Source: an optimization exercise on an open RTL-to-GDS flow (aim: small area, a short achievable clock period and few clock cycles). Production flows keep margins and buffers that such runs may drop. Function was checked by simulation only, so behaviour that the tests miss may differ from the original. Power and IR drop assume default switching activity.

--- design/flow/run.sh ---
#!/bin/bash
# synth_recipe.tcl (not shown) runs the flow's synth.tcl, then flattens the netlist and writes it again
# the make line also repeats each setting of config.mk as NAME=value (left out here)
make -C /OpenROAD-flow-scripts/flow DESIGN_CONFIG=/design/flow/config.mk WORK_HOME=/design/flow/orfs CLKGATE_MAP_FILE= SYNTH_SCRIPT=/design/flow/synth_recipe.tcl finish
--- design/flow/config.mk ---
export PLATFORM = sky130hd
export DESIGN_NAME = pect
export DESIGN_NICKNAME = pect
export VERILOG_FILES = /design/flow/design.v
export SDC_FILE = /design/flow/constraint.sdc
export NUM_CORES = 4
export LEC_CHECK = 0
export ABC_CLOCK_PERIOD_IN_PS = 5000
export CAP_MARGIN = 20
export CORE_MARGIN = 2
export CORE_UTILIZATION = 40
export SLEW_MARGIN = 20
export SYNTH_MEMORY_MAX_BITS = 16384
--- design/flow/constraint.sdc ---
create_clock -name core_clock -period 18.0 [get_ports {clk}]
set_input_delay 3.6000 -clock core_clock [delete_from_list [all_inputs] [get_ports {clk}]]
set_output_delay 3.6000 -clock core_clock [all_outputs]
set_load 0.01 [all_outputs]
--- design/flow/design.v ---
module pect_asin (
  input  wire [8:0]  k,
  output reg  [14:0] t,
  output reg  [10:0] d
);
  always @* begin
    case (k)
      9'd0: begin t = 15'd0; d = 11'd57; end
      9'd1: begin t = 15'd57; d = 11'd57; end
      9'd2: begin t = 15'd114; d = 11'd57; end
      9'd3: begin t = 15'd171; d = 11'd58; end
      9'd4: begin t = 15'd229; d = 11'd57; end
      9'd5: begin t = 15'd286; d = 11'd57; end
      9'd6: begin t = 15'd343; d = 11'd58; end
      9'd7: begin t = 15'd401; d = 11'd57; end
      9'd8: begin t = 15'd458; d = 11'd57; end
      9'd9: begin t = 15'd515; d = 11'd58; end
      9'd10: begin t = 15'd573; d = 11'd57; end
      9'd11: begin t = 15'd630; d = 11'd57; end
      9'd12: begin t = 15'd687; d = 11'd58; end
      9'd13: begin t = 15'd745; d = 11'd57; end
      9'd14: begin t = 15'd802; d = 11'd57; end
      9'd15: begin t = 15'd859; d = 11'd58; end
      9'd16: begin t = 15'd917; d = 11'd57; end
      9'd17: begin t = 15'd974; d = 11'd58; end
      9'd18: begin t = 15'd1032; d = 11'd57; end
      9'd19: begin t = 15'd1089; d = 11'd58; end
      9'd20: begin t = 15'd1147; d = 11'd57; end
      9'd21: begin t = 15'd1204; d = 11'd58; end
      9'd22: begin t = 15'd1262; d = 11'd57; end
      9'd23: begin t = 15'd1319; d = 11'd58; end
      9'd24: begin t = 15'd1377; d = 11'd57; end
      9'd25: begin t = 15'd1434; d = 11'd58; end
      9'd26: begin t = 15'd1492; d = 11'd57; end
      9'd27: begin t = 15'd1549; d = 11'd58; end
      9'd28: begin t = 15'd1607; d = 11'd58; end
      9'd29: begin t = 15'd1665; d = 11'd57; end
      9'd30: begin t = 15'd1722; d = 11'd58; end
      9'd31: begin t = 15'd1780; d = 11'd58; end
      9'd32: begin t = 15'd1838; d = 11'd58; end
      9'd33: begin t = 15'd1896; d = 11'd57; end
      9'd34: begin t = 15'd1953; d = 11'd58; end
      9'd35: begin t = 15'd2011; d = 11'd58; end
      9'd36: begin t = 15'd2069; d = 11'd58; end
      9'd37: begin t = 15'd2127; d = 11'd58; end
      9'd38: begin t = 15'd2185; d = 11'd58; end
      9'd39: begin t = 15'd2243; d = 11'd58; end
      9'd40: begin t = 15'd2301; d = 11'd58; end
      9'd41: begin t = 15'd2359; d = 11'd58; end
      9'd42: begin t = 15'd2417; d = 11'd58; end
      9'd43: begin t = 15'd2475; d = 11'd58; end
      9'd44: begin t = 15'd2533; d = 11'd58; end
      9'd45: begin t = 15'd2591; d = 11'd58; end
      9'd46: begin t = 15'd2649; d = 11'd59; end
      9'd47: begin t = 15'd2708; d = 11'd58; end
      9'd48: begin t = 15'd2766; d = 11'd58; end
      9'd49: begin t = 15'd2824; d = 11'd59; end
      9'd50: begin t = 15'd2883; d = 11'd58; end
      9'd51: begin t = 15'd2941; d = 11'd59; end
      9'd52: begin t = 15'd3000; d = 11'd58; end
      9'd53: begin t = 15'd3058; d = 11'd59; end
      9'd54: begin t = 15'd3117; d = 11'd59; end
      9'd55: begin t = 15'd3176; d = 11'd58; end
      9'd56: begin t = 15'd3234; d = 11'd59; end
      9'd57: begin t = 15'd3293; d = 11'd59; end
      9'd58: begin t = 15'd3352; d = 11'd59; end
      9'd59: begin t = 15'd3411; d = 11'd59; end
      9'd60: begin t = 15'd3470; d = 11'd58; end
      9'd61: begin t = 15'd3528; d = 11'd60; end
      9'd62: begin t = 15'd3588; d = 11'd59; end
      9'd63: begin t = 15'd3647; d = 11'd59; end
      9'd64: begin t = 15'd3706; d = 11'd59; end
      9'd65: begin t = 15'd3765; d = 11'd59; end
      9'd66: begin t = 15'd3824; d = 11'd60; end
      9'd67: begin t = 15'd3884; d = 11'd59; end
      9'd68: begin t = 15'd3943; d = 11'd59; end
      9'd69: begin t = 15'd4002; d = 11'd60; end
      9'd70: begin t = 15'd4062; d = 11'd60; end
      9'd71: begin t = 15'd4122; d = 11'd59; end
      9'd72: begin t = 15'd4181; d = 11'd60; end
      9'd73: begin t = 15'd4241; d = 11'd60; end
      9'd74: begin t = 15'd4301; d = 11'd60; end
      9'd75: begin t = 15'd4361; d = 11'd60; end
      9'd76: begin t = 15'd4421; d = 11'd60; end
      9'd77: begin t = 15'd4481; d = 11'd60; end
      9'd78: begin t = 15'd4541; d = 11'd60; end
      9'd79: begin t = 15'd4601; d = 11'd60; end
      9'd80: begin t = 15'd4661; d = 11'd61; end
      9'd81: begin t = 15'd4722; d = 11'd60; end
      9'd82: begin t = 15'd4782; d = 11'd61; end
      9'd83: begin t = 15'd4843; d = 11'd60; end
      9'd84: begin t = 15'd4903; d = 11'd61; end
      9'd85: begin t = 15'd4964; d = 11'd61; end
      9'd86: begin t = 15'd5025; d = 11'd61; end
      9'd87: begin t = 15'd5086; d = 11'd61; end
      9'd88: begin t = 15'd5147; d = 11'd61; end
      9'd89: begin t = 15'd5208; d = 11'd61; end
      9'd90: begin t = 15'd5269; d = 11'd61; end
      9'd91: begin t = 15'd5330; d = 11'd61; end
      9'd92: begin t = 15'd5391; d = 11'd62; end
      9'd93: begin t = 15'd5453; d = 11'd61; end
      9'd94: begin t = 15'd5514; d = 11'd62; end
      9'd95: begin t = 15'd5576; d = 11'd62; end
      9'd96: begin t = 15'd5638; d = 11'd62; end
      9'd97: begin t = 15'd5700; d = 11'd62; end
      9'd98: begin t = 15'd5762; d = 11'd62; end
      9'd99: begin t = 15'd5824; d = 11'd62; end
      9'd100: begin t = 15'd5886; d = 11'd62; end
      9'd101: begin t = 15'd5948; d = 11'd63; end
      9'd102: begin t = 15'd6011; d = 11'd62; end
      9'd103: begin t = 15'd6073; d = 11'd63; end
      9'd104: begin t = 15'd6136; d = 11'd62; end
      9'd105: begin t = 15'd6198; d = 11'd63; end
      9'd106: begin t = 15'd6261; d = 11'd63; end
      9'd107: begin t = 15'd6324; d = 11'd63; end
      9'd108: begin t = 15'd6387; d = 11'd64; end
      9'd109: begin t = 15'd6451; d = 11'd63; end
      9'd110: begin t = 15'd6514; d = 11'd64; end
      9'd111: begin t = 15'd6578; d = 11'd63; end
      9'd112: begin t = 15'd6641; d = 11'd64; end
      9'd113: begin t = 15'd6705; d = 11'd64; end
      9'd114: begin t = 15'd6769; d = 11'd64; end
      9'd115: begin t = 15'd6833; d = 11'd64; end
      9'd116: begin t = 15'd6897; d = 11'd65; end
      9'd117: begin t = 15'd6962; d = 11'd64; end
      9'd118: begin t = 15'd7026; d = 11'd65; end
      9'd119: begin t = 15'd7091; d = 11'd65; end
      9'd120: begin t = 15'd7156; d = 11'd64; end
      9'd121: begin t = 15'd7220; d = 11'd66; end
      9'd122: begin t = 15'd7286; d = 11'd65; end
      9'd123: begin t = 15'd7351; d = 11'd65; end
      9'd124: begin t = 15'd7416; d = 11'd66; end
      9'd125: begin t = 15'd7482; d = 11'd66; end
      9'd126: begin t = 15'd7548; d = 11'd65; end
      9'd127: begin t = 15'd7613; d = 11'd67; end
      9'd128: begin t = 15'd7680; d = 11'd66; end
      9'd129: begin t = 15'd7746; d = 11'd66; end
      9'd130: begin t = 15'd7812; d = 11'd67; end
      9'd131: begin t = 15'd7879; d = 11'd67; end
      9'd132: begin t = 15'd7946; d = 11'd67; end
      9'd133: begin t = 15'd8013; d = 11'd67; end
      9'd134: begin t = 15'd8080; d = 11'd67; end
      9'd135: begin t = 15'd8147; d = 11'd68; end
      9'd136: begin t = 15'd8215; d = 11'd67; end
      9'd137: begin t = 15'd8282; d = 11'd68; end
      9'd138: begin t = 15'd8350; d = 11'd68; end
      9'd139: begin t = 15'd8418; d = 11'd69; end
      9'd140: begin t = 15'd8487; d = 11'd68; end
      9'd141: begin t = 15'd8555; d = 11'd69; end
      9'd142: begin t = 15'd8624; d = 11'd69; end
      9'd143: begin t = 15'd8693; d = 11'd69; end
      9'd144: begin t = 15'd8762; d = 11'd70; end
      9'd145: begin t = 15'd8832; d = 11'd69; end
      9'd146: begin t = 15'd8901; d = 11'd70; end
      9'd147: begin t = 15'd8971; d = 11'd70; end
      9'd148: begin t = 15'd9041; d = 11'd70; end
      9'd149: begin t = 15'd9111; d = 11'd71; end
      9'd150: begin t = 15'd9182; d = 11'd71; end
      9'd151: begin t = 15'd9253; d = 11'd71; end
      9'd152: begin t = 15'd9324; d = 11'd71; end
      9'd153: begin t = 15'd9395; d = 11'd72; end
      9'd154: begin t = 15'd9467; d = 11'd72; end
      9'd155: begin t = 15'd9539; d = 11'd72; end
      9'd156: begin t = 15'd9611; d = 11'd72; end
      9'd157: begin t = 15'd9683; d = 11'd73; end
      9'd158: begin t = 15'd9756; d = 11'd73; end
      9'd159: begin t = 15'd9829; d = 11'd73; end
      9'd160: begin t = 15'd9902; d = 11'd74; end
      9'd161: begin t = 15'd9976; d = 11'd74; end
      9'd162: begin t = 15'd10050; d = 11'd74; end
      9'd163: begin t = 15'd10124; d = 11'd74; end
      9'd164: begin t = 15'd10198; d = 11'd75; end
      9'd165: begin t = 15'd10273; d = 11'd75; end
      9'd166: begin t = 15'd10348; d = 11'd75; end
      9'd167: begin t = 15'd10423; d = 11'd76; end
      9'd168: begin t = 15'd10499; d = 11'd76; end
      9'd169: begin t = 15'd10575; d = 11'd77; end
      9'd170: begin t = 15'd10652; d = 11'd77; end
      9'd171: begin t = 15'd10729; d = 11'd77; end
      9'd172: begin t = 15'd10806; d = 11'd77; end
      9'd173: begin t = 15'd10883; d = 11'd78; end
      9'd174: begin t = 15'd10961; d = 11'd79; end
      9'd175: begin t = 15'd11040; d = 11'd78; end
      9'd176: begin t = 15'd11118; d = 11'd79; end
      9'd177: begin t = 15'd11197; d = 11'd80; end
      9'd178: begin t = 15'd11277; d = 11'd80; end
      9'd179: begin t = 15'd11357; d = 11'd80; end
      9'd180: begin t = 15'd11437; d = 11'd81; end
      9'd181: begin t = 15'd11518; d = 11'd81; end
      9'd182: begin t = 15'd11599; d = 11'd82; end
      9'd183: begin t = 15'd11681; d = 11'd82; end
      9'd184: begin t = 15'd11763; d = 11'd83; end
      9'd185: begin t = 15'd11846; d = 11'd83; end
      9'd186: begin t = 15'd11929; d = 11'd83; end
      9'd187: begin t = 15'd12012; d = 11'd85; end
      9'd188: begin t = 15'd12097; d = 11'd84; end
      9'd189: begin t = 15'd12181; d = 11'd86; end
      9'd190: begin t = 15'd12267; d = 11'd85; end
      9'd191: begin t = 15'd12352; d = 11'd87; end
      9'd192: begin t = 15'd12439; d = 11'd87; end
      9'd193: begin t = 15'd12526; d = 11'd87; end
      9'd194: begin t = 15'd12613; d = 11'd88; end
      9'd195: begin t = 15'd12701; d = 11'd89; end
      9'd196: begin t = 15'd12790; d = 11'd89; end
      9'd197: begin t = 15'd12879; d = 11'd90; end
      9'd198: begin t = 15'd12969; d = 11'd91; end
      9'd199: begin t = 15'd13060; d = 11'd92; end
      9'd200: begin t = 15'd13152; d = 11'd92; end
      9'd201: begin t = 15'd13244; d = 11'd93; end
      9'd202: begin t = 15'd13337; d = 11'd93; end
      9'd203: begin t = 15'd13430; d = 11'd95; end
      9'd204: begin t = 15'd13525; d = 11'd95; end
      9'd205: begin t = 15'd13620; d = 11'd96; end
      9'd206: begin t = 15'd13716; d = 11'd97; end
      9'd207: begin t = 15'd13813; d = 11'd98; end
      9'd208: begin t = 15'd13911; d = 11'd99; end
      9'd209: begin t = 15'd14010; d = 11'd99; end
      9'd210: begin t = 15'd14109; d = 11'd101; end
      9'd211: begin t = 15'd14210; d = 11'd102; end
      9'd212: begin t = 15'd14312; d = 11'd102; end
      9'd213: begin t = 15'd14414; d = 11'd104; end
      9'd214: begin t = 15'd14518; d = 11'd105; end
      9'd215: begin t = 15'd14623; d = 11'd106; end
      9'd216: begin t = 15'd14729; d = 11'd108; end
      9'd217: begin t = 15'd14837; d = 11'd108; end
      9'd218: begin t = 15'd14945; d = 11'd110; end
      9'd219: begin t = 15'd15055; d = 11'd112; end
      9'd220: begin t = 15'd15167; d = 11'd112; end
      9'd221: begin t = 15'd15279; d = 11'd115; end
      9'd222: begin t = 15'd15394; d = 11'd116; end
      9'd223: begin t = 15'd15510; d = 11'd117; end
      9'd224: begin t = 15'd15627; d = 11'd119; end
      9'd225: begin t = 15'd15746; d = 11'd121; end
      9'd226: begin t = 15'd15867; d = 11'd123; end
      9'd227: begin t = 15'd15990; d = 11'd125; end
      9'd228: begin t = 15'd16115; d = 11'd127; end
      9'd229: begin t = 15'd16242; d = 11'd130; end
      9'd230: begin t = 15'd16372; d = 11'd131; end
      9'd231: begin t = 15'd16503; d = 11'd134; end
      9'd232: begin t = 15'd16637; d = 11'd137; end
      9'd233: begin t = 15'd16774; d = 11'd140; end
      9'd234: begin t = 15'd16914; d = 11'd143; end
      9'd235: begin t = 15'd17057; d = 11'd146; end
      9'd236: begin t = 15'd17203; d = 11'd150; end
      9'd237: begin t = 15'd17353; d = 11'd153; end
      9'd238: begin t = 15'd17506; d = 11'd158; end
      9'd239: begin t = 15'd17664; d = 11'd162; end
      9'd240: begin t = 15'd17826; d = 11'd168; end
      9'd241: begin t = 15'd17994; d = 11'd172; end
      9'd242: begin t = 15'd18166; d = 11'd179; end
      9'd243: begin t = 15'd18345; d = 11'd186; end
      9'd244: begin t = 15'd18531; d = 11'd193; end
      9'd245: begin t = 15'd18724; d = 11'd202; end
      9'd246: begin t = 15'd18926; d = 11'd213; end
      9'd247: begin t = 15'd19139; d = 11'd224; end
      9'd248: begin t = 15'd19363; d = 11'd239; end
      9'd249: begin t = 15'd19602; d = 11'd256; end
      9'd250: begin t = 15'd19858; d = 11'd278; end
      9'd251: begin t = 15'd20136; d = 11'd307; end
      9'd252: begin t = 15'd20443; d = 11'd349; end
      9'd253: begin t = 15'd20792; d = 11'd413; end
      9'd254: begin t = 15'd21205; d = 11'd538; end
      9'd255: begin t = 15'd21743; d = 11'd1297; end
      9'd256: begin t = 15'd23040; d = 11'd0; end
      default: begin t = 15'd23040; d = 11'd0; end
    endcase
  end
endmodule
module pect_conv (
  input  wire               clk,
  input  wire               rst,
  input  wire               start,
  input  wire               sch,
  output wire               cch,      
  input  wire [15:0]        h,
  input  wire [15:0]        l,
  input  wire [15:0]        off,
  input  wire [15:0]        sc,
  output reg                ov,
  output reg                och,
  output reg                oref,
  output reg                oclamp,
  output reg  [15:0]        oang,
  output wire               busy0,
  output wire               busy1
);
  reg         busy;
  reg         ch;
  reg  [3:0]  ph;
  reg  [16:0] nn;
  reg  [50:0] acc;
  reg  [16:0] rem;
  reg  [16:0] dq;
  reg         neg;
  reg         ovf;
  assign cch   = start ? sch : ch;
  assign busy0 = (busy && !ch) || (ov && !och);
  assign busy1 = (busy && ch) || (ov && och);
  reg  signed [17:0] ma;
  reg  signed [16:0] mb;
  reg  signed [50:0] madd;
  always @* begin
    case (ph)
      4'd1: begin    
        ma   = $signed({1'b0, nn});
        mb   = $signed({1'b0, off});
        madd = -$signed({19'd0, h, 16'd0});
      end
      4'd2: begin    
        ma   = $signed(acc[34:17]);
        mb   = $signed({1'b0, sc});
        madd = 51'sd0;
      end
      default: begin  
        ma   = $signed({1'b0, acc[16:0]});
        mb   = $signed({1'b0, sc});
        madd = $signed({acc[50:17], 17'd0});
      end
    endcase
  end
  wire signed [50:0] mout = madd + ma * mb;
  wire [49:0] pabs = acc[50] ? -acc[49:0] : acc[49:0];
  wire [24:0] r0   = pabs[49:25];
  wire        ov0  = r0 >= {8'd0, nn};
  function [17:0] dstep;    
    input [16:0] r;
    input        b;
    input [16:0] d;
    reg   [17:0] t;
    begin
      t = {r, b} - {1'b0, d};
      dstep = t[17] ? {1'b0, r[15:0], b} : {1'b1, t[16:0]};
    end
  endfunction
  wire [17:0] d1   = dstep(rem, dq[16], nn);
  wire [17:0] d2   = dstep(d1[16:0], dq[15], nn);
  wire [17:0] d3   = dstep(d2[16:0], dq[14], nn);
  wire        big  = ovf || (dq > 17'd65536);
  wire [16:0] smag = big ? 17'd65536 : dq;
  wire [14:0] tk;
  wire [10:0] dk;
  pect_asin u_asin (.k(smag[16:8]), .t(tk), .d(dk));
  wire [18:0] ip   = acc[18:8] * acc[7:0];
  wire [14:0] amag = acc[33:19] + {4'd0, ip[18:8]};
  always @(posedge clk) begin
    if (rst) begin
      busy   <= 1'b0;
      ch     <= 1'b0;
      ph     <= 4'd0;
      ov     <= 1'b0;
      och    <= 1'b0;
      oref   <= 1'b0;
      oclamp <= 1'b0;
      oang   <= 16'd0;
    end else begin
      ov <= 1'b0;
      if (start) begin
        busy <= 1'b1;
        ch   <= sch;
        ph   <= 4'd1;
        nn   <= {1'b0, h} + {1'b0, l};
      end else if (busy) begin
        ph <= ph + 4'd1;
        case (ph)
          4'd1: begin
            acc <= mout;
            if (nn == 17'd0) begin
              busy <= 1'b0;
              ov   <= 1'b1;
              och  <= ch;
              oref <= 1'b1;
            end
          end
          4'd2: acc <= {mout[33:0], acc[16:0]};
          4'd3: acc <= mout;
          4'd4: begin
            neg <= !acc[50];
            ovf <= ov0;
            rem <= r0[16:0];
            dq  <= pabs[24:8];
          end
          4'd5: begin
            rem <= d2[16:0];
            dq  <= {dq[14:0], d1[17], d2[17]};
          end
          4'd6, 4'd7, 4'd8, 4'd9, 4'd10: begin
            rem <= d3[16:0];
            dq  <= {dq[13:0], d1[17], d2[17], d3[17]};
          end
          4'd11: begin
            oclamp <= big;
            acc[33:19] <= tk;
            acc[18:8]  <= dk;
            acc[7:0]   <= smag[7:0];
          end
          default: begin
            busy   <= 1'b0;
            ov     <= 1'b1;
            och    <= ch;
            oref   <= 1'b0;
            oang   <= neg ? -{1'b0, amag} : {1'b0, amag};
          end
        endcase
      end
    end
  end
endmodule
module pect_channel (
  input  wire               clk,
  input  wire               rst,
  input  wire               edge_valid,
  input  wire               edge_rise,
  input  wire [15:0]        edge_ts,
  input  wire               tick,
  input  wire               res_we,
  input  wire               res_ref_in,
  input  wire               res_clamp_in,
  input  wire [15:0]        res_ang_in,
  input  wire               cal_we,
  input  wire [31:0]        cal_wdata,
  input  wire               diag_clr,
  input  wire               conv_ex,      
  input  wire               push_ex,      
  input  wire               push_imm,     
  input  wire               push_ang,     
  input  wire               split_ex,     
  input  wire               split_nx,     
  input  wire               split_imm,    
  input  wire [15:0]        imm,
  input  wire               xs_imm,       
  input  wire               xs_ang,       
  output wire               chg,
  output wire               settled,
  output reg                ang_eq_pv,
  output reg                st_state,
  output reg                st_primed,
  output reg                st_valid,
  output reg  [15:0]        rise_ts,
  output reg  [15:0]        fall_ts,
  output reg  [15:0]        dur_high,
  output reg  [15:0]        dur_low,
  output reg  [15:0]        cal_off,
  output reg  [15:0]        cal_scale,
  output reg  [15:0]        angle,
  output reg  [15:0]        div0_cnt,
  output reg  [15:0]        clamp_cnt,
  output reg  [2:0]         wptr,
  output reg  [15:0]        win0,
  output reg  [15:0]        win1,
  output reg  [15:0]        win2,
  output reg  [15:0]        win3,
  output reg  [15:0]        win4,
  output reg  [15:0]        mean,
  output reg  [8:0]         ht,
  output reg  [6:0]         pwm_cnt,
  output reg                pwm_out
);
  reg                res_ref, res_clamp;
  reg  [15:0]        res_ang;
  reg  [18:0]        smx;
  reg  [15:0]        mean_nx;
  reg  [1:0]         unset;
  wire cap_rise = edge_valid && edge_rise && !st_state;
  wire cap_fall = edge_valid && !edge_rise && st_state;
  assign chg     = (cap_rise && st_primed) || cal_we;
  assign settled = (unset == 2'd0);
  wire [15:0] pv = res_ref ? angle : res_ang;
  reg  [15:0] wsel;
  always @* begin
    case (wptr)
      3'd0: wsel = win0;
      3'd1: wsel = win1;
      3'd2: wsel = win2;
      3'd3: wsel = win3;
      default: wsel = win4;
    endcase
  end
  wire signed [18:0] wsum = $signed(win0) + $signed(win1) + $signed(win2) +
                            $signed(win3) + $signed(win4);
  wire signed [18:0] smx_d = wsum - $signed(wsel);
  wire [15:0] xv = xs_imm ? imm : (xs_ang ? angle : pv);
  wire signed [18:0] s2  = $signed(smx) + $signed(xv);
  wire        [18:0] u   = s2 + (s2[18] ? 19'sd163844 : 19'sd163840);
  wire        [41:0] uq  = u * 23'd838861;
  wire        [15:0] q5  = uq[37:22];
  wire        [15:0] mnx_d = {~q5[15], q5[14:0]};
  wire [15:0] sm = split_nx ? mean_nx : (split_imm ? imm : mean);
  wire [7:0]  dq = sm[15:8] + {7'd0, sm[15] && (sm[7:0] != 8'd0)};
  wire [8:0]  ht_d = {dq[7], dq} + 9'd50;
  wire [15:0] pval = push_imm ? imm : (push_ang ? angle : pv);
  wire [6:0]  n    = pwm_cnt + 7'd1;
  wire        n_le = $signed({2'b00, n}) <= $signed(ht);
  wire        n_ge = n >= 7'd100;
  always @(posedge clk) begin
    if (rst) begin
      st_state   <= 1'b0;
      st_primed  <= 1'b0;
      st_valid   <= 1'b0;
      rise_ts    <= 16'd0;
      fall_ts    <= 16'd0;
      dur_high   <= 16'd0;
      dur_low    <= 16'd0;
      cal_off    <= 16'h8000;
      cal_scale  <= 16'h0800;
      angle      <= 16'd0;
      div0_cnt   <= 16'd0;
      clamp_cnt  <= 16'd0;
      wptr       <= 3'd0;
      win0       <= 16'd0;
      win1       <= 16'd0;
      win2       <= 16'd0;
      win3       <= 16'd0;
      win4       <= 16'd0;
      mean       <= 16'd0;
      ht         <= 9'd50;
      pwm_cnt    <= 7'd0;
      pwm_out    <= 1'b0;
      res_ref    <= 1'b1;
      res_clamp  <= 1'b0;
      res_ang    <= 16'd0;
      smx        <= 19'd0;
      mean_nx    <= 16'd0;
      unset      <= 2'd0;
      ang_eq_pv  <= 1'b1;
    end else begin
      if (cap_rise) begin
        if (st_primed) begin
          dur_high <= fall_ts - rise_ts;
          dur_low  <= edge_ts - fall_ts;
          st_valid <= 1'b1;
        end
        rise_ts   <= edge_ts;
        st_primed <= 1'b1;
        st_state  <= 1'b1;
      end else if (cap_fall) begin
        fall_ts  <= edge_ts;
        st_state <= 1'b0;
      end
      if (cal_we) begin
        cal_scale <= cal_wdata[31:16];
        cal_off   <= cal_wdata[15:0];
      end
      if (res_we) begin
        res_ref   <= res_ref_in;
        res_clamp <= res_clamp_in;
        res_ang   <= res_ang_in;
      end
      if (conv_ex && !res_ref)
        angle <= res_ang;
      if (diag_clr) begin
        div0_cnt  <= 16'd0;
        clamp_cnt <= 16'd0;
      end else if (conv_ex) begin
        if (res_ref && div0_cnt != 16'hFFFF)
          div0_cnt <= div0_cnt + 16'd1;
        if (!res_ref && res_clamp && clamp_cnt != 16'hFFFF)
          clamp_cnt <= clamp_cnt + 16'd1;
      end
      if (conv_ex)
        ang_eq_pv <= 1'b1;
      else if (res_we)
        ang_eq_pv <= 1'b0;
      if (push_ex) begin
        case (wptr)
          3'd0: win0 <= pval;
          3'd1: win1 <= pval;
          3'd2: win2 <= pval;
          3'd3: win3 <= pval;
          default: win4 <= pval;
        endcase
        wptr <= (wptr == 3'd4) ? 3'd0 : wptr + 3'd1;
        mean <= mean_nx;
      end
      smx     <= smx_d;
      mean_nx <= mnx_d;
      if (push_ex)
        unset <= 2'd2;
      else if (res_we)
        unset <= 2'd1;
      else if (unset != 2'd0)
        unset <= unset - 2'd1;
      if (split_ex)
        ht <= ht_d;
      if (tick) begin
        if (n_le)
          pwm_out <= 1'b1;
        else if (!n_ge)
          pwm_out <= 1'b0;
        pwm_cnt <= n_ge ? 7'd0 : n;
      end
    end
  end
endmodule
module pect (
  input  wire        clk,
  input  wire        rst,
  input  wire [1:0]  edge_valid,
  input  wire [1:0]  edge_rise,
  input  wire [15:0] edge_ts0,
  input  wire [15:0] edge_ts1,
  input  wire        tick,
  input  wire        host_valid,
  input  wire        host_write,
  input  wire [8:0]  host_addr,
  input  wire [31:0] host_wdata,
  output wire        host_ready,
  output reg         host_done,
  output reg  [31:0] host_rdata,
  output wire [1:0]  arm_pol,
  output wire [1:0]  pwm_out
);
  localparam S_IDLE = 1'b0, S_EXEC = 1'b1;
  reg         state;
  reg         xcnt;         
  reg         illegal;
  reg  [6:0]  op_widx;
  reg  [31:0] op_wdata;
  wire        acc      = host_valid && host_ready;
  wire [6:0]  widx     = host_addr[8:2];
  wire        a_ch0    = (widx[6:5] == 2'b01);
  wire        a_ch1    = (widx[6:5] == 2'b10);
  wire [4:0]  roff     = widx[4:0];
  function [7:0] dec;        
    input [31:0] w;
    reg r0, i0, ch;
    reg [3:0] op;
    begin
      op = w[31:28]; ch = w[27];
      r0 = (w[26:16] == 11'd0); i0 = (w[15:0] == 16'd0);
      dec[6] = op == 4'h0 && !ch && i0;
      dec[5] = op == 4'h3 && i0;
      dec[4] = op == 4'h9 && i0;
      dec[3] = op == 4'h4 && i0;
      dec[2] = op == 4'h5;
      dec[1] = op == 4'h6 && i0;
      dec[0] = op == 4'h7;
      dec[7] = r0 && (dec[6:0] != 7'd0);
    end
  endfunction
  wire [7:0]  fd       = dec(host_wdata);
  wire        f_ch     = host_wdata[27];
  wire        f_cmd    = acc && host_write && (widx == 7'd0) && fd[7];
  wire [7:0]  sd       = dec(op_wdata);
  wire        s_ch     = op_wdata[27];
  wire        s_on     = (state == S_EXEC);
  wire        s_cmd    = s_on && (op_widx == 7'd0);
  wire        s_a_ch0  = (op_widx[6:5] == 2'b01);
  wire        s_a_ch1  = (op_widx[6:5] == 2'b10);
  wire        ch_state  [0:1];
  wire        ch_primed [0:1];
  wire        ch_valid  [0:1];
  wire [15:0] ch_rise   [0:1];
  wire [15:0] ch_fall   [0:1];
  wire [15:0] ch_dh     [0:1];
  wire [15:0] ch_dl     [0:1];
  wire [15:0] ch_off    [0:1];
  wire [15:0] ch_sc     [0:1];
  wire [15:0] ch_angle  [0:1];
  wire [15:0] ch_div0   [0:1];
  wire [15:0] ch_clamp  [0:1];
  wire [2:0]  ch_wptr   [0:1];
  wire [15:0] ch_win0   [0:1];
  wire [15:0] ch_win1   [0:1];
  wire [15:0] ch_win2   [0:1];
  wire [15:0] ch_win3   [0:1];
  wire [15:0] ch_win4   [0:1];
  wire [15:0] ch_mean   [0:1];
  wire [8:0]  ch_ht     [0:1];
  wire [6:0]  ch_cnt    [0:1];
  wire        ch_pwm    [0:1];
  wire        ch_chg    [0:1];
  wire        ch_settled[0:1];
  wire        ch_aeq    [0:1];
  reg         pend0, pend1;
  wire        cv_busy0, cv_busy1;
  wire        cv_ov, cv_och, cv_oref, cv_oclamp;
  wire [15:0] cv_oang;
  wire        cv_cch;
  wire        go0   = pend0 && !cv_busy1;
  wire        go1   = pend1 && !go0 && !cv_busy0;
  wire        gch   = !go0;
  wire        rdy0  = !pend0 && !cv_busy0;
  wire        rdy1  = !pend1 && !cv_busy1;
  pect_conv u_conv (
    .clk    (clk),
    .rst    (rst),
    .start  (go0 || go1),
    .sch    (gch),
    .cch    (cv_cch),
    .h      (ch_dh[cv_cch]),
    .l      (ch_dl[cv_cch]),
    .off    (ch_off[cv_cch]),
    .sc     (ch_sc[cv_cch]),
    .ov     (cv_ov),
    .och    (cv_och),
    .oref   (cv_oref),
    .oclamp (cv_oclamp),
    .oang   (cv_oang),
    .busy0  (cv_busy0),
    .busy1  (cv_busy1)
  );
  always @(posedge clk) begin
    if (rst) begin
      pend0 <= 1'b0;
      pend1 <= 1'b0;
    end else begin
      pend0 <= ch_chg[0] || (pend0 && !go0);
      pend1 <= ch_chg[1] || (pend1 && !go1);
    end
  end
  wire        rdy   [0:1];
  assign rdy[0] = rdy0;
  assign rdy[1] = rdy1;
  wire        f_ok  = fd[6] || fd[1] ||
                      (fd[5] && rdy[f_ch]) ||
                      (fd[4] && rdy[f_ch] && ch_settled[f_ch]) ||
                      (fd[3] && ch_aeq[f_ch] && ch_settled[f_ch]);
  wire        f_go  = f_cmd && f_ok;
  wire        s_ok  = !sd[7] || sd[6] || sd[1] || sd[0] ||
                      (sd[5] && rdy[s_ch]) ||
                      (sd[4] && rdy[s_ch] && ch_settled[s_ch]) ||
                      ((sd[3] || sd[2]) && xcnt && ch_settled[s_ch]);
  wire        s_go  = s_cmd && s_ok;
  wire        s_fin = s_on && (op_widx != 7'd0 || s_ok);
  genvar c;
  generate
    for (c = 0; c < 2; c = c + 1) begin : g_ch
      wire f_here = f_go && (f_ch == c);
      wire s_here = s_go && sd[7] && (s_ch == c);
      wire s_reg  = s_on && (c == 0 ? s_a_ch0 : s_a_ch1);
      pect_channel u_ch (
        .clk          (clk),
        .rst          (rst),
        .edge_valid   (edge_valid[c]),
        .edge_rise    (edge_rise[c]),
        .edge_ts      (c == 0 ? edge_ts0 : edge_ts1),
        .tick         (tick),
        .res_we       (cv_ov && (cv_och == c)),
        .res_ref_in   (cv_oref),
        .res_clamp_in (cv_oclamp),
        .res_ang_in   (cv_oang),
        .cal_we       (s_reg && op_widx[4:0] == 5'd6),
        .cal_wdata    (op_wdata),
        .diag_clr     (s_reg && op_widx[4:0] == 5'd15),
        .conv_ex      ((f_here && (fd[5] || fd[4])) || (s_here && (sd[5] || sd[4]))),
        .push_ex      ((f_here && (fd[4] || fd[3])) || (s_here && (sd[4] || sd[3] || sd[2]))),
        .push_imm     (s_on && sd[2]),
        .push_ang     (s_on && sd[3]),
        .split_ex     ((f_here && (fd[4] || fd[1])) || (s_here && (sd[4] || sd[1] || sd[0]))),
        .split_nx     (s_on ? sd[4] : fd[4]),
        .split_imm    (s_on && sd[0]),
        .imm          (op_wdata[15:0]),
        .xs_imm       (s_cmd && sd[2] && (s_ch == c)),
        .xs_ang       (s_cmd && sd[3] && (s_ch == c)),
        .chg          (ch_chg[c]),
        .settled      (ch_settled[c]),
        .ang_eq_pv    (ch_aeq[c]),
        .st_state     (ch_state[c]),
        .st_primed    (ch_primed[c]),
        .st_valid     (ch_valid[c]),
        .rise_ts      (ch_rise[c]),
        .fall_ts      (ch_fall[c]),
        .dur_high     (ch_dh[c]),
        .dur_low      (ch_dl[c]),
        .cal_off      (ch_off[c]),
        .cal_scale    (ch_sc[c]),
        .angle        (ch_angle[c]),
        .div0_cnt     (ch_div0[c]),
        .clamp_cnt    (ch_clamp[c]),
        .wptr         (ch_wptr[c]),
        .win0         (ch_win0[c]),
        .win1         (ch_win1[c]),
        .win2         (ch_win2[c]),
        .win3         (ch_win3[c]),
        .win4         (ch_win4[c]),
        .mean         (ch_mean[c]),
        .ht           (ch_ht[c]),
        .pwm_cnt      (ch_cnt[c]),
        .pwm_out      (ch_pwm[c])
      );
      assign arm_pol[c] = ch_state[c];
      assign pwm_out[c] = ch_pwm[c];
    end
  endgenerate
  reg [31:0] rd;
  reg        rch;
  reg [15:0] lt;
  always @* begin
    rd  = 32'd0;
    rch = a_ch1;
    lt  = 16'd100 - {{7{ch_ht[rch][8]}}, ch_ht[rch]};
    if (widx == 7'd1)
      rd = {31'd0, illegal};
    else if (a_ch0 || a_ch1) begin
      case (roff)
        5'd0:  rd = {29'd0, ch_valid[rch], ch_primed[rch], ch_state[rch]};
        5'd1:  rd = {16'd0, ch_rise[rch]};
        5'd2:  rd = {16'd0, ch_fall[rch]};
        5'd3:  rd = {ch_dh[rch], ch_dl[rch]};
        5'd4:  rd = {16'd0, ch_dh[rch]};
        5'd5:  rd = {16'd0, ch_dl[rch]};
        5'd6:  rd = {ch_sc[rch], ch_off[rch]};
        5'd7:  rd = {{16{ch_angle[rch][15]}}, ch_angle[rch]};
        5'd8:  rd = {{16{ch_mean[rch][15]}}, ch_mean[rch]};
        5'd9:  rd = {29'd0, ch_wptr[rch]};
        5'd10: rd = {{16{ch_win0[rch][15]}}, ch_win0[rch]};
        5'd11: rd = {{16{ch_win1[rch][15]}}, ch_win1[rch]};
        5'd12: rd = {{16{ch_win2[rch][15]}}, ch_win2[rch]};
        5'd13: rd = {{16{ch_win3[rch][15]}}, ch_win3[rch]};
        5'd14: rd = {{16{ch_win4[rch][15]}}, ch_win4[rch]};
        5'd15: rd = {ch_clamp[rch], ch_div0[rch]};
        5'd16: rd = {{7{ch_ht[rch][8]}}, ch_ht[rch], lt};
        5'd17: rd = {23'd0, ch_pwm[rch], 1'b0, ch_cnt[rch]};
        default: rd = 32'd0;
      endcase
    end
  end
  assign host_ready = (state == S_IDLE);
  always @(posedge clk) begin
    if (rst) begin
      state      <= S_IDLE;
      xcnt       <= 1'b0;
      illegal    <= 1'b0;
      op_widx    <= 7'd0;
      op_wdata   <= 32'd0;
      host_done  <= 1'b0;
      host_rdata <= 32'd0;
    end else begin
      host_done <= 1'b0;
      if (s_cmd && !sd[7])
        illegal <= 1'b1;
      else if (s_on && op_widx == 7'd1 && op_wdata[0])
        illegal <= 1'b0;
      if (state == S_IDLE) begin
        xcnt <= 1'b0;
        if (acc) begin
          host_rdata <= rd;
          op_widx    <= widx;
          op_wdata   <= host_wdata;
          if (!host_write || f_go)
            host_done <= 1'b1;
          else
            state <= S_EXEC;
        end
      end else begin
        xcnt <= 1'b1;
        if (s_fin) begin
          host_done <= 1'b1;
          state     <= S_IDLE;
        end
      end
    end
  end
endmodule
==> key figures <==
Run status
  • Run status: complete, no violations

Logic synthesis
  • Cell area after synthesis: 85800 um^2
  • Syn avg cell area: 7.91 um^2
  • Ys async rst share: 0%
  • Synth top area cells: dfxtp_1, fa_1, ha_1
  • Synth warnings: 4
  • Main synth FF type: dfxtp_1
  • Unique masters post-synth: 108
  • Register area share after synthesis: 20.9%
  • EDFF count, synth: 104
  • Post-synth top cells: nand2_1, inv_1, a21oi_1
  • Top-count cell post-synth: nand2_1
  • Syn_nets: 12300
  • Share of the synthesized area in the top cell type: 17.3%
  • Register bit total from synthesis: 845
  • Synth Instances: 10800
  • Cell taking the most area after synthesis: dfxtp_1

Pwr
  • P per Cell Area: 53.1 nW/um^2
  • Total power: 4.95 mW
  • Static Leakage: 39.1 nW
  • Register share of total power: 40.0%
  • Clock network power share: 43.9%
  • Comb power frac: 16.1%
  • Switching power: 1.48 mW
  • VDD IR max: 0.0832 mV
  • Switching Fraction: 30.0%
  • Internal power: 3.46 mW

Floorplanning
  • Die ar.: 218000 um^2
  • Die W: 467 um
  • Die Ht: 467 um
  • Core area: 214000 um^2
  • # rows: 170
  • Initial Util: 40.1%
  • Ports: 120

Placement
  • Hpwl dp: 271 mm
  • I/O Buffers: 117
  • Placer congestion estimate: 1.02
  • # placed instances: 13400

Clock tree
  • Post_cts resized: 0
  • CTS sink cnt: 845
  • TritonCTS clock tree: done
  • Clock Tree Buf Depth: 3
  • Clock root cell: clkbuf_16
  • Hold buffer count at CTS: 0
  • Reg clk slew, reported paths: 0.07 ns
  • Worst skew pair latency: 0.79 ns
  • Setup bufs post-CTS: 0
  • H-Tree Depth: 3
  • CTS buffer count: 97

Worst setup path
  • Crit end category: flip-flop
  • Max FO, Critical Path: 15
  • Cell mode on critical path: o21ai_0
  • R2R depth: 51
  • CP peak stage delay: 0.79 ns
  • Reg2reg start: op_wdata[0]
  • Startpoint Class: flip-flop
  • Reg-to-reg critical path endpoint: g_ch[1].u_ch.mean_nx[15]
  • Worst R2R Setup Slack: 4.38 ns
  • Crit path DAT: 14.26 ns
  • WP data required: 18.64 ns
  • WS Path Type: reg2reg
  • Slowest-stage cell, CP: nor3_1

Timing
  • Setup_tns: 0 ns
  • Final period utilization: 75.7%
  • Worst hold slack: 0.429 ns
  • Final Hold Fails: 0
  • Tmin final: 13.62 ns
  • Post-Route Skew: 0.0802 ns
  • Slew margin rel.: 17.7%
  • Worst Tran Pin Value: 1.23 ns
  • Slew Viols, Final: 0
  • Setup violations, final: 0
  • Top achievable clock speed: 73.4 MHz
  • RSZ-0062 raised after global routing: false

GRT
  • Grt met1 use: 39.1%
  • Total grt overflow: 0
  • First-pass GRT wire length: 510 mm
  • Pin count of the biggest net entering global routing: 198
  • GR Layer Usage met3: 7.20%
  • Initial antenna violation count: 9
  • Grt met2 use: 48.5%
  • Gr usage total: 31.1%
  • Global routing's busiest layer: met2
  • Vias in the first global route: 77900

Min path
  • Hold_sp: g_ch[0].u_ch.mean_nx[3]
  • Hold Path Class: reg2reg
  • Hold EP: g_ch[0].u_ch.mean[3]
  • Hold path depth: 2

Routing
  • WL per Instance: 25.6 um
  • Router iterations before antenna repair: 9
  • Post-DRT Antenna Nets: 0
  • Iter 0 DRT Violations: 9370
  • Post-Route WL: 348 mm
  • Vias: 80900
  • DRC Markers: 0
  • Via density: 5.96

Job
  • Max-Cap Viols: 0

Layout
  • Share of cells above drive strength 1: 4.50%
  • Layout area overhead: 8.60%
  • Final nets: 12100
  • Finished Layout Cells: 13600
## final cells by class
class | instances | area, um^2
fill | 21500 | 121000
multi-input combinational | 8253 | 61500
sequential | 845 | 18000
inverter | 1181 | 4430
tap | 2838 | 3550
clock buffer | 128 | 2760
timing repair buffer | 265 | 2330
clock inverter | 51 | 679
antenna | 8 | 20.0
## worst max-delay path, delay by kind of cell, from the launching register on
kind                     cells  cell delay (ns)
AO/OA/AOI/OAI               19             4.84
adder cells (fa/ha/maj)     10             3.57
AND/OR/NAND/NOR             13             3.16
XOR/XNOR                     3             0.60
flip-flops                   1             0.55
buffers and inverters        5             0.53
multiplexers                 1             0.25
## how the worst max path moves through the flow
stage                     start                        to  slack (ns)  cells after the start
floorplan           op_wdata[0]   g_ch[1].u_ch.mean_nx[9]        6.71                     54
global placement    op_wdata[0]  g_ch[1].u_ch.mean_nx[15]        4.50                     51
detailed placement  op_wdata[0]  g_ch[1].u_ch.mean_nx[15]        4.41                     51
CTS                 op_wdata[0]  g_ch[1].u_ch.mean_nx[15]        4.34                     51
global route        op_wdata[0]  g_ch[1].u_ch.mean_nx[13]        3.31                     51
finish              op_wdata[0]  g_ch[1].u_ch.mean_nx[15]        4.38                     51
## sequential cells by signal (all words and copies together) (netlist names), 18 cells and up
| signal | count |
|---|---|
| g_ch.u_ch.div0_cnt | 32 |
| g_ch.u_ch.mean_nx | 32 |
| g_ch.u_ch.win4 | 32 |
| g_ch.u_ch.fall_ts | 32 |
| g_ch.u_ch.dur_high | 32 |
| g_ch.u_ch.res_ang | 32 |
| g_ch.u_ch.clamp_cnt | 32 |
| g_ch.u_ch.win0 | 32 |
| g_ch.u_ch.cal_scale | 32 |
| g_ch.u_ch.mean | 32 |
| g_ch.u_ch.smx | 38 |
| g_ch.u_ch.dur_low | 32 |
| g_ch.u_ch.win3 | 32 |
| g_ch.u_ch.cal_off | 32 |
| g_ch.u_ch.rise_ts | 32 |
| u_conv.acc | 51 |
| op_wdata | 32 |
| g_ch.u_ch.win1 | 32 |
| g_ch.u_ch.angle | 32 |
| host_rdata | 32 |
| g_ch.u_ch.win2 | 32 |
| g_ch.u_ch.ht | 18 |
## metal layers
layer / share of wire, % / vias to the layer above
li1: - / 36400
met1: 39 / 39300
met2: 44 / 4161
met3: 9.5 / 975
met4: 7.0 / 14
met5: 0.052 / -
## power by group through the flow
stage | sequential (mW) | combinational, mW | clock, mW
after floorplan | 2.00 | 0.517 | 0
after global placement | 2.02 | 0.765 | 0
after detailed placement | 2.02 | 0.778 | 0
after CTS | 1.98 | 0.783 | 2.18
after global routing | 1.98 | 0.863 | 2.25
final | 1.98 | 0.796 | 2.17
## through the flow
stage / area, um^2 / setup slack, ns / util (%)
after global placement: 89700 / 4.50 / 41.9
final: 93200 / 4.38 / 43.6
after floorplan: 85800 / 6.71 / -
after global routing: 93200 / 3.31 / 43.6
after detailed placement: 89700 / 4.41 / 41.9
after CTS: 93100 / 4.34 / 43.5
## cell usage in the layout, fill, tap and decap left out, drive strengths merged, types with 116 or more instances in the layout
cell,count
inv,1188
fa,662
dfxtp,741
nand2,1777
xor2,166
buf,148
xnor2,280
a21oi,946
o21ai,442
ha,756
nor3,150
a22oi,216
clkdlybuf4s50,116
clkbuf,129
nand3,196
nor2,790
mux2i,240
## cells by family after synthesis
family / synth area share [%]
buf+inv: 7.74
xor+xnor: 4.55
simple gates: 18.4
compound gates: 18.4
mux: 3.47
fa+ha+maj: 26.5
flops: 20.9
Testbench counts, summed over its fixed seeds: cycles 19,337.

re-timing with driven ports:
In the flow no input, the clock included, has a driving cell. The finished layout below was timed again as built, in two steps.
Step 1 (the two cells are an assumption about what drives the block):
set clk [get_ports {clk}]
set_driving_cell -lib_cell sky130_fd_sc_hd__clkbuf_16 $clk
set_driving_cell -lib_cell sky130_fd_sc_hd__buf_2 [delete_from_list [all_inputs] $clk]
Step 2 moves the port delays by t, midway between the first and last clock arrival at a register: inputs arrive t later, outputs are due t later. That takes back most of the time a late clock gives input paths.
Three values: no drivers, after step 1, after step 2; two values: the first two.
t, ns: 0.841
setup slack, ns: 4.376 / 4.376 / 4.376
hold WS [ns]: 0.429 / 0.429 / 0.429
latest minus earliest clock arrival (ns): 0.085 / 0.084
worst register clock-pin slew, ns: 0.07 / 0.07
After both steps this run still meets setup and hold. The setup slack of this run moves by 0.000 ns with the drivers and by 0.000 ns with both steps.
